Context: an optimization exercise on an open-source flow, tuned for small area. The choices shown serve that exercise and are no tape-out recipe. Only simulation tests tie the RTL to the original design; equivalence was not proved. Power is estimated from default activity; no workload was simulated. The flow treats the clock pin as an ideal source, which a real chip does not have.

==> flow/design.v (excerpt) <==
module ixj_line (
    input             clk,
    input             rst,           
    input             cmd_valid,
    input      [31:0] cmd_word,
    output            cmd_ready,
    output reg        done,
    output     [31:0] rsp,
    output reg [1:0]  mode_wr_n,
    output     [1:0]  mode_wr_a,
    output     [1:0]  mode_wr_b,
    output            ringer,
    output            irq
);
    localparam [5:0] OP_NOP     = 6'h00, OP_TICK   = 6'h01, OP_LOCK    = 6'h02,
                     OP_UNLOCK  = 6'h03, OP_EVTRD  = 6'h04, OP_STATRD  = 6'h05,
                     OP_NOWRD   = 6'h06, OP_CADDUR = 6'h08, OP_CADCTL  = 6'h09,
                     OP_CADRD   = 6'h0A, OP_WINRD  = 6'h0B, OP_RSTART  = 6'h0C,
                     OP_RSTOP   = 6'h0D, OP_DAAHOOK= 6'h10, OP_DAACFG  = 6'h11,
                     OP_DAARD   = 6'h12;
    reg  [4:0] ph;
    reg        clr;         
    reg        run;         
    reg        p2;          
    wire       ph0  = (ph == 5'd0);
    wire       last = (ph == 5'd31);
    wire       hi   = ph[4];
    wire       idle = !clr && !p2;
    wire       p1   = run || (ph0 && cmd_valid && idle);
    wire       fin1 = run && last;
    assign cmd_ready = fin1;
    reg        lock;
    reg [7:0]  evt;
  ...
Size: roughly 4000 cells after synthesis, about 2200 flip-flops, about 77 I/O pins, roughly 53000 sq um of cells after synthesis.
clock: 30.0 ns
lec_check: 0
abc_area: 1
cap_margin: 10
core_margin: 2
core_utilization: 60
place_density: 0.7
slew_margin: 10
standard.sh (not shown) runs the stock make flow with config.mk's settings and CLKGATE_MAP_FILE= SYNTH_SCRIPT=/design/flow/synth_recipe.tcl, a recipe that flattens the netlist after the stock synthesis.
==> flow/flow/run.sh <==
#!/bin/bash
# Own layout flow: the standard layout (standard.sh) with three changes.
#  1. Synthesis maps the logic with the area recipe in abc_min_area.script. Every
#     other synthesis step is synth_recipe.tcl's, so the registers keep the standard
#     synthesis's names and cells (abc maps combinational logic only).
#  2. Port buffers are sky130_fd_sc_hd__buf_1.
#  3. Clock tree synthesis inserts no dummy loads.
# Each step writes its full output to a log of its own here (synth.log, layout.log);
# ORFS's per-stage logs are under orfs/logs/.
set -euo pipefail
flowdir=$(cd "$(dirname "${BASH_SOURCE[0]}")" && pwd)
work=$(pwd)
{
  printf 'set ::own_abc_script {%s}\n' "$flowdir/abc_min_area.script"
  cat "$flowdir/abc_wrap.tcl"
  cat synth_recipe.tcl
} > own_synth.tcl
sed "s#SYNTH_SCRIPT=[^ ]*#SYNTH_SCRIPT=$work/own_synth.tcl#" standard.sh > own_standard.sh
grep -q "SYNTH_SCRIPT=$work/own_synth.tcl" own_standard.sh
export BUFFER_PORTS_ARGS="-buffer_cell sky130_fd_sc_hd__buf_1"
export CTS_ARGS="-sink_clustering_enable -repair_clock_nets -dont_use_dummy_load -sink_clustering_size 34 -sink_clustering_max_diameter 80"
bash own_standard.sh synth > synth.log 2>&1
bash own_standard.sh > layout.log 2>&1
==> flow/flow/abc_min_area.script <==
strash
ifraig
dc2
strash
dch
map -a
mfs2
strash
dch
map -a
==> flow/flow/abc_wrap.tcl <==
# abc as ORFS's synth.tcl calls it, with its -script replaced by the own flow's.
proc abc {args} {
  set i [lsearch -exact $args -script]
  if { $i >= 0 } {
    lset args [expr { $i + 1 }] $::own_abc_script
  }
  yosys abc {*}$args
}
Change:
--- a/flow/flow/run.sh
+++ b/flow/flow/run.sh
@@ -19,5 +19,5 @@
 grep -q "SYNTH_SCRIPT=$work/own_synth.tcl" own_standard.sh
 export BUFFER_PORTS_ARGS="-buffer_cell sky130_fd_sc_hd__buf_1"
-export CTS_ARGS="-sink_clustering_enable -repair_clock_nets -dont_use_dummy_load -sink_clustering_size 34 -sink_clustering_max_diameter 80"
+export CTS_ARGS="-sink_clustering_enable -repair_clock_nets -dont_use_dummy_load -sink_clustering_size 32 -sink_clustering_max_diameter 90"
 bash own_standard.sh synth > synth.log 2>&1
 bash own_standard.sh > layout.log 2>&1
Core utilization is about the same.
First-iteration DRC count falls by 9.5%.
Routed wire length stays flat.
Power rises by 0.43%.
Die area is unchanged.
Global-route usage barely changes.
Hold slack is worse by 10 ps.
Design area hardly moves.
Count of clock-buffer cells in the layout is higher by 2.
Setup slack degrades by 61 ps.
Flip-flop and latch count stays the same.
Change:
--- a/flow/flow/run.sh
+++ b/flow/flow/run.sh
@@ -19,5 +19,5 @@
 grep -q "SYNTH_SCRIPT=$work/own_synth.tcl" own_standard.sh
 export BUFFER_PORTS_ARGS="-buffer_cell sky130_fd_sc_hd__buf_1"
-export CTS_ARGS="-sink_clustering_enable -repair_clock_nets -dont_use_dummy_load -sink_clustering_size 32 -sink_clustering_max_diameter 90"
+export CTS_ARGS="-sink_clustering_enable -repair_clock_nets -dont_use_dummy_load -sink_clustering_size 30 -sink_clustering_max_diameter 100"
 bash own_standard.sh synth > synth.log 2>&1
 bash own_standard.sh > layout.log 2>&1
What happened:
- The changed run completed without violations
- routed wire length rose slightly
- final area barely changes
- setup slack improved by 13 ps
- global-route usage went up by 0.23 points
- sequential cell count stays the same
- power climbs slightly

== lane 1 ==
Another version of the RTL of ixj_line (not shown whole).
Size: ~3,900 cells after synthesis, ~77 I/O pins, about 53,000 um^2 of cells after synthesis.
==> flow/config.mk <==
export PLATFORM = sky130hd
export DESIGN_NAME = ixj_line
export DESIGN_NICKNAME = ixj_line
export VERILOG_FILES = /design/flow/design.v
export SDC_FILE = /design/flow/constraint.sdc
export NUM_CORES = 8
export LEC_CHECK = 0
export ABC_AREA = 1
export CAP_MARGIN = 10
export CORE_MARGIN = 2
export CORE_UTILIZATION = 60
export GPL_TIMING_DRIVEN = 0
export PLACE_DENSITY = 0.7
export SLEW_MARGIN = 10
==> flow/constraint.sdc <==
create_clock -name core_clock -period 30.0 [get_ports {clk}]
set_input_delay 6.0000 -clock core_clock [delete_from_list [all_inputs] [get_ports {clk}]]
set_output_delay 6.0000 -clock core_clock [all_outputs]
set_load 0.01 [all_outputs]
==> flow/flow/run.sh <==
#!/bin/bash
# Own layout flow: the standard layout (standard.sh) with three changes.
#  1. Synthesis maps the logic with the area recipe in abc_min_area.script. Every
#     other synthesis step is synth_recipe.tcl's, so the registers keep the standard
#     synthesis's names and cells (abc maps combinational logic only).
#  2. Port buffers are sky130_fd_sc_hd__buf_1.
#  3. Clock tree synthesis inserts no dummy loads.
# Each step writes its full output to a log of its own here (synth.log, layout.log);
# ORFS's per-stage logs are under orfs/logs/.
set -euo pipefail
flowdir=$(cd "$(dirname "${BASH_SOURCE[0]}")" && pwd)
work=$(pwd)
{
  printf 'set ::own_abc_script {%s}\n' "$flowdir/abc_min_area.script"
  cat "$flowdir/abc_wrap.tcl"
  cat synth_recipe.tcl
} > own_synth.tcl
sed "s#SYNTH_SCRIPT=[^ ]*#SYNTH_SCRIPT=$work/own_synth.tcl#" standard.sh > own_standard.sh
grep -q "SYNTH_SCRIPT=$work/own_synth.tcl" own_standard.sh
export BUFFER_PORTS_ARGS="-buffer_cell sky130_fd_sc_hd__buf_1"
export CTS_ARGS="-sink_clustering_enable -repair_clock_nets -dont_use_dummy_load -sink_clustering_size 30 -sink_clustering_max_diameter 100 -buf_list {sky130_fd_sc_hd__clkbuf_4 sky130_fd_sc_hd__clkbuf_8 sky130_fd_sc_hd__clkbuf_16} -sink_clustering_buffer sky130_fd_sc_hd__clkbuf_16"
bash own_standard.sh synth > synth.log 2>&1
bash own_standard.sh > layout.log 2>&1
==> flow/flow/abc_min_area.script <==
strash
ifraig
dc2
strash
dch -f
map -a
mfs2
strash
dch -f
map -a
mfs2
strash
dch -f
map -a
mfs2
strash
dch -f
map -a
mfs2
strash
dch -f
map -a
mfs2
strash
dch -f
map -a
mfs2
strash
dch -f
map -a
mfs2
strash
dch -f
map -a
Scripts as last shown in full above: flow/flow/abc_wrap.tcl
Input-level comparison between lane 2 and lane 1:
- GPL_TIMING_DRIVEN removed (was 0)
-- flow/flow/run.sh --
<<< lane 1, line 19
grep -q "SYNTH_SCRIPT=$work/own_synth.tcl" own_standard.sh
export BUFFER_PORTS_ARGS="-buffer_cell sky130_fd_sc_hd__buf_1"
export CTS_ARGS="-sink_clustering_enable -repair_clock_nets -dont_use_dummy_load -sink_clustering_size 30 -sink_clustering_max_diameter 100 -buf_list {sky130_fd_sc_hd__clkbuf_4 sky130_fd_sc_hd__clkbuf_8 sky130_fd_sc_hd__clkbuf_16} -sink_clustering_buffer sky130_fd_sc_hd__clkbuf_16"
bash own_standard.sh synth > synth.log 2>&1
bash own_standard.sh > layout.log 2>&1
>>> lane 2, line 19
grep -q "SYNTH_SCRIPT=$work/own_synth.tcl" own_standard.sh
export BUFFER_PORTS_ARGS="-buffer_cell sky130_fd_sc_hd__buf_1"
export CTS_ARGS="-sink_clustering_enable -repair_clock_nets -dont_use_dummy_load -sink_clustering_size 30 -sink_clustering_max_diameter 100"
bash own_standard.sh synth > synth.log 2>&1
bash own_standard.sh > layout.log 2>&1
==> flow/flow/abc_min_area.script <==
strash
ifraig
dc2
strash
dch
map -a
mfs2
strash
dch
map -a
Notes after the runs:
- Lane 2: PASS, flow complete, no timing, DRC or antenna violations
- Wire: lane 2 routes more than lane 1
- Number of cells produced by synthesis came out higher on lane 2 than on lane 1.
- Summary of lane 2 over lane 1: sequential cell area in the final layout level; post-layout instance count excluding filler cells higher.
- Lane 1 ended up with sky130_fd_sc_hd__o21ai_0 as its highest-delay cell along the critical path; lane 2 ended up with sky130_fd_sc_hd__nor3_1.
- Between lane 2 and lane 1, the mux share of post-synthesis cell area does not differ in any meaningful way.
- Diff lane 1 -> lane 2: total die area went up; initial core utilization lower; cell depth of the worst min-delay path now sits at about the same level; share of power burned in combinational logic picked up an extra 0.2 points.
- The lower power of lane 2 and lane 1 is in lane 1.
What lane 3 does differently from lane 2 at the input level:
- a change of PLACE_DENSITY from 0.7 to 0.75
- a change of CORE_UTILIZATION from 60 to 65
- an added GPL_TIMING_DRIVEN of 0
-- flow/flow/run.sh --
<<< lane 2, line 19
grep -q "SYNTH_SCRIPT=$work/own_synth.tcl" own_standard.sh
export BUFFER_PORTS_ARGS="-buffer_cell sky130_fd_sc_hd__buf_1"
export CTS_ARGS="-sink_clustering_enable -repair_clock_nets -dont_use_dummy_load -sink_clustering_size 30 -sink_clustering_max_diameter 100"
bash own_standard.sh synth > synth.log 2>&1
bash own_standard.sh > layout.log 2>&1
>>> lane 3, line 19
grep -q "SYNTH_SCRIPT=$work/own_synth.tcl" own_standard.sh
export BUFFER_PORTS_ARGS="-buffer_cell sky130_fd_sc_hd__buf_1"
export CTS_ARGS="-sink_clustering_enable -repair_clock_nets -dont_use_dummy_load -sink_clustering_size 32 -sink_clustering_max_diameter 90"
bash own_standard.sh synth > synth.log 2>&1
bash own_standard.sh > layout.log 2>&1
==> flow/flow/abc_min_area.script <==
strash
ifraig
dc2
strash
dch -f
map -a
mfs2
strash
dch -f
map -a
mfs2
strash
dch -f
map -a
mfs2
strash
dch -f
map -a
mfs2
strash
dch -f
map -a
mfs2
strash
dch -f
map -a
mfs2
strash
dch -f
map -a
mfs2
strash
dch -f
map -a
[summary]
The global router's overall resource usage in lane 3 sits 1.7 points below the value recorded for lane 2.
Of lane 3 and lane 2, it is lane 3 that has the lower data required time at the worst endpoint.
Against lane 2, lane 3 comes in 750 um^2 lower on post-route standard cell area excluding fillers.
--- input diff lane 3..lane 4 ---
- swapping 0.75 for 0.7 in PLACE_DENSITY
- swapping 65 for 60 in CORE_UTILIZATION
-- flow/flow/run.sh --
<<< lane 3, line 19
grep -q "SYNTH_SCRIPT=$work/own_synth.tcl" own_standard.sh
export BUFFER_PORTS_ARGS="-buffer_cell sky130_fd_sc_hd__buf_1"
export CTS_ARGS="-sink_clustering_enable -repair_clock_nets -dont_use_dummy_load -sink_clustering_size 32 -sink_clustering_max_diameter 90"
bash own_standard.sh synth > synth.log 2>&1
bash own_standard.sh > layout.log 2>&1
>>> lane 4, line 19
grep -q "SYNTH_SCRIPT=$work/own_synth.tcl" own_standard.sh
export BUFFER_PORTS_ARGS="-buffer_cell sky130_fd_sc_hd__buf_1"
export CTS_ARGS="-sink_clustering_enable -repair_clock_nets -dont_use_dummy_load -sink_clustering_size 30 -sink_clustering_max_diameter 100"
bash own_standard.sh synth > synth.log 2>&1
bash own_standard.sh > layout.log 2>&1
==> flow/flow/abc_min_area.script <==
strash
ifraig
dc2
strash
dch
map -a
mfs2
strash
dch
map -a
Findings:
- Lane 4 was carried through to the last stage, and its layout satisfied the timing, design-rule and antenna checks.
- Summary — sequential cell area fraction in the yosys report, lane 4 relative to lane 3: lower, by 0.54 points.
- [lane 4] total vias in the final route rose about 1.2% relative to lane 3
- Per the comparison of lane 4 with lane 3, worst slew slack as a fraction of its limit increased 3.7 points, detailed placement HPWL up about 7%.
- Delta (lane 4 minus lane 3): final wirelength increased by 3400 um relative to the old numbers, time the final worst path needs with I/O delays and setup lost 690 ps.

[what the ideal ports hide]
How much do the figures lean on ideal ports? The routed layouts below were timed once more, with nothing changed but the port constraints. Step 1: set_driving_cell puts a clkbuf_16 on clk and a buf_2 on each other input, an assumption about the parent block. Step 2, shift: input delay + t, output delay - t, t = (earliest + latest rising clock arrival at the registers) / 2. This alone moves slack from input paths to output paths. Slacks: ideal / step 1 / step 2; pairs: ideal / step 1.
run	t (ns)	setup WS [ns]	hold WS [ns]	worst setup path after step 2
the first run of note 1	0.723	15.930 / 15.976 / 15.254	0.281 / 0.281 / 0.281	input to register
the second run of note 1	0.729	15.869 / 15.911 / 15.182	0.271 / 0.271 / 0.271	input to register
the third run of note 1	0.730	15.881 / 15.922 / 15.192	0.296 / 0.296 / 0.296	input to register
lane 1	0.719	12.221 / 12.241 / 11.522	0.287 / 0.287 / 0.287	input to register
lane 2	0.734	14.887 / 14.932 / 14.198	0.273 / 0.273 / 0.273	input to register
lane 3	0.699	12.125 / 12.123 / 11.424	0.258 / 0.258 / 0.258	input to register
lane 4	0.713	12.817 / 12.851 / 12.138	0.289 / 0.289 / 0.289	input to register
After both steps setup and hold are still met in every run listed. The setup slack of lane 3, which loses most, moves by -0.002 ns with the drivers and by -0.701 ns with both steps.
